From an optimization exercise on the open Yosys and OpenROAD flow, aimed at small area, a short achievable clock period and few clock cycles per item; shortcuts taken in it are not production practice. Only simulation tests tie the RTL to the original design; equivalence was not proved.

// modexp_unit
module modexp_unit #(
    parameter integer W = 128
) (
    input  wire         clk,
    input  wire         rst,      
    input  wire         start,
    input  wire [W-1:0] a,
    input  wire [W-1:0] e,
    input  wire [W-1:0] n,
    output wire         ready,
    output reg          done,
    output reg          fault,
    output wire [W-1:0] r
);
For scale: about 63000 um^2 of cells after synthesis.
export LEC_CHECK = 0
export CAP_MARGIN = 20
export CORE_MARGIN = 2
export CORE_UTILIZATION = 40
export CTS_CLUSTER_DIAMETER = 100
export CTS_CLUSTER_SIZE = 20
export SLEW_MARGIN = 20
export SYNTH_HIERARCHICAL = 1
export SYNTH_MINIMUM_KEEP_SIZE = 0
create_clock -name core_clock -period 12.0 [get_ports {clk}]
standard.sh (not shown) runs the stock make flow with config.mk's settings and CLKGATE_MAP_FILE= SYNTH_SCRIPT=/design/flow/synth_recipe.tcl, a recipe that flattens the netlist after the stock synthesis.
==> flow/flow/run.sh <==
#!/bin/bash
# Layout flow: the standard flow (standard.sh), unchanged, except that
set -euo pipefail
margin=$(tr -d ' \n' < flow/margin.txt)
portbuf=$(tr -d ' \n' < flow/port_buffer.txt)
export BUFFER_PORTS_ARGS="-buffer_cell ${portbuf}"
sed "s|\"\${@:-finish}\"|SETUP_SLACK_MARGIN=${margin} \"\${@:-finish}\"|" standard.sh > standard_margin.sh
bash standard.sh synth > synth.log 2>&1
bash standard_margin.sh finish > layout.log 2>&1
==> flow/flow/margin.txt <==
8.0
==> flow/flow/port_buffer.txt <==
sky130_fd_sc_hd__buf_1
Testbench counts at the start, summed over its fixed seeds: cycles 443,934, items 48.
Edit:
--- a/flow/design.v
+++ b/flow/design.v
@@ -47,20 +47,20 @@
     reg          k_q;
     reg [2:0]    x_q;       
     reg [2:0]    xnq;       
     reg [5:0]    w_q;       
     reg          pf_q;      
     reg [1:0]    pf_src;    
     reg          pf_prep;   
     reg [5:0]    idx;
     reg [1:0]    asub;
-    reg          carry_q;
-    reg          sbit_q;
+    reg          cin_q;     
+    reg          lb_q;      
     reg          nbit_q;
     reg [2:0]    qr_q;      
     reg          qall_q;    
     assign ready = ready_q;
     assign r     = r_q[W-1:0];
     wire [5:0] tidx = idx;
     wire [RW+5:0] rx = {6'b0, r_q};
     wire [RW+5:0] bx = {6'b0, b_q};
     wire [2:0] rdig = rx[3*tidx +: 3];
@@ -104,33 +104,30 @@
     wire [TW-1:0] b2b = {m2b[TW-2:0], 1'b1};
     csa_row #(.W(132)) u_l3  (.a(a2[131:0]), .b(b2[131:0]), .c(a2b[131:0]),
                               .s(a3[131:0]), .m(m3[131:0]));
     wire [TW-1:0] b3 = {m3[TW-2:0], 1'b1};
     csa_row #(.W(TW))  u_l4  (.a(a3), .b(b3), .c(b2b), .s(sf), .m(cf));
     wire          kf = ~(sf[2] & sf[1] & sf[0] & cf[1] & cf[0]);
     wire [K-1:0]  sch  = ~Sn_q[K-1:0];
     wire [K-1:0]  cch  = ~Cn_q[K-1:0];
     wire [K-1:0]  nch  = n_q[K-1:0];
-    wire         lowbit = c_q ? sbit_q : x_q[0];
     wire [K-1:0] n2ch   = {nch[K-2:0], c_q & nbit_q};
     reg sel_conv, sel_one, sel_z, sel_zf;
     reg opb_n, opb_nn, opb_2n;    
     reg mul_q;    
     wire [K-1:0] opa = ({K{sel_conv}} & sch)
-                     | ({K{sel_z}}    & {b_q[K-2:0], lowbit})
-                     | {{(K-1){1'b0}}, sel_zf & ~c_q & x_q[0]};
+                     | ({K{sel_z}}    & {b_q[K-2:0], lb_q})
+                     | {{(K-1){1'b0}}, sel_zf & ~c_q & lb_q};
     wire [K-1:0] opb = ({K{sel_conv}}         & cch)
                      | ({K{opb_n}}    & nch)
                      | ({K{opb_nn}}   & ~nch)
                      | ({K{opb_2n}}   & n2ch);
-    wire         cin = c_q ? carry_q
-                           : ((sel_conv & k_q) | sel_one | opb_nn);
-    wire [K:0] sum = {1'b0, opa} + {1'b0, opb} + {{K{1'b0}}, cin};
+    wire [K:0] sum = {1'b0, opa} + {1'b0, opb} + {{K{1'b0}}, cin_q};
     wire nxt_mul = (mode == M_SQR) & e_q[W-1];
     wire nxt_out = ~nxt_mul & (ecnt == 8'd1);
     wire escan = (ecnt != 8'd0) & ~e_q[W-1];
     wire bad_n = ~n_q[0] | (n_q[W-1:1] == {(W-1){1'b0}});
     always @(posedge clk) begin
         if (rst) begin
             state    <= S_IDLE;
             ready_q  <= 1'b1;
             done     <= 1'b0;
@@ -294,42 +291,65 @@
     always @(posedge clk) begin
         qr_q <= mul_q ? qn_mul : qn_first;
         w_q  <= mul_q ? w_mul : w_first;
         if (pf_q) begin
             x_q <= d0;
             xnq <= d1;
         end else if (mul_q) begin
             x_q <= xnq;
             xnq <= xf;
-        end else if (state == S_IDLE) begin
-            x_q <= {2'b0, a[W-1]};
-        end else if (state == S_DIV && c_q) begin
-            x_q <= {2'b0, (j_q < 9'd127) ? abit : 1'b0};
         end
     end
     always @(posedge clk) begin
         case (state)
             S_IDLE: begin
+                lb_q  <= a[W-1];
+            end
+            S_CHK: begin
+                cin_q <= ~bad_n;
+            end
+            S_DIV: begin
+                if (!c_q) begin
+                    cin_q <= sum[K];
+                    lb_q  <= b_q[K-1];
+                end else begin
+                    cin_q <= (j_q != 9'd258) & ~last_q & ~sum[K-1];
+                    lb_q  <= (j_q < 9'd127) ? abit : 1'b0;
+                end
+            end
+            S_PREP: begin
+                cin_q <= (ecnt == 8'd0);
+            end
+            S_MUL: begin
+                cin_q <= kf;
+            end
+            S_CPA: begin
+                cin_q <= ~c_q & sum[K];
+            end
+            default: ;
+        endcase
+    end
+    always @(posedge clk) begin
+        case (state)
+            S_IDLE: begin
                 n_q  <= {{(RW-W){1'b0}}, n};
                 e_q  <= e;
                 r_q  <= {{(RW-W){1'b0}}, a};
                 idx  <= 6'd42;            
                 asub <= 2'd0;
             end
             S_CHK: begin
                 if (escan) e_q <= e_q << 1;
             end
             S_DIV: begin
                 if (escan) e_q <= e_q << 1;
                 b_q     <= {sum[K-1:0], b_q[RW-1:K]};
                 if (last_q) r_q <= {sum[K-1:0], r_q[RW-1:K]};
-                carry_q <= sum[K];
-                sbit_q  <= b_q[K-1];
                 nbit_q  <= nch[K-1];
                 n_q     <= {n_q[K-1:0], n_q[RW-1:K]};
                 if (c_q) begin
                     if (asub == 2'd0) begin
                         asub <= 2'd2;
                         if (idx != 6'd0) idx <= idx - 1'b1;
                     end else begin
                         asub <= asub - 1'b1;
                     end
@@ -339,19 +359,18 @@
                 idx <= 6'd2;
                 if (ecnt != 8'd0) e_q <= e_q << 1;
             end
             S_MUL: begin
                 qall_q <= ((cnt == 6'd0) | qall_q) & q0 & q1 & q2;
                 idx <= idx + 1'b1;
             end
             S_CPA: begin
                 r_q     <= {sum[K-1:0], r_q[RW-1:K]};
-                carry_q <= sum[K];
                 if (c_q && cop == C_CONV && mode != M_OUT) begin
                     idx <= 6'd2;
                     if (!nxt_mul) e_q <= e_q << 1;
                 end
             end
             default: ;
         endcase
     end
 endmodule
Result: Sequential share of layout area is higher by 0.11 points. Global-route usage shrinks by 1.5 points. Cell count is about the same. Synthesized area is lower by 0.34%. Cell area drops by about 0.4%. Setup slack degrades by 0.036 ns.
Testbench counts after the change, summed over its fixed seeds: cycles 443,934, items 48.

static timing again, ports no longer ideal:
The flow's constraints put no driver on any port. The routed layouts listed below were extracted and timed again, unchanged, in two steps. Step 1 sets driving cells, clkbuf_16 on the clock port and buf_2 on the other inputs (assumed; they add their load-dependent delay and slew). Step 2, shift: input delay + t, output delay - t, t = (earliest + latest rising clock arrival at the registers) / 2. This alone moves slack from input paths to output paths. Three values: ideal, step 1, step 2; two values: the first two.
run	t (ns)	setup slack, ns	hold WS [ns]
the first run	0.742	7.743 / 7.743 / 7.743	0.434 / 0.434 / 0.434
the second run	0.788	7.707 / 7.707 / 7.707	0.443 / 0.443 / 0.443
After both steps every run listed still meets setup and hold.
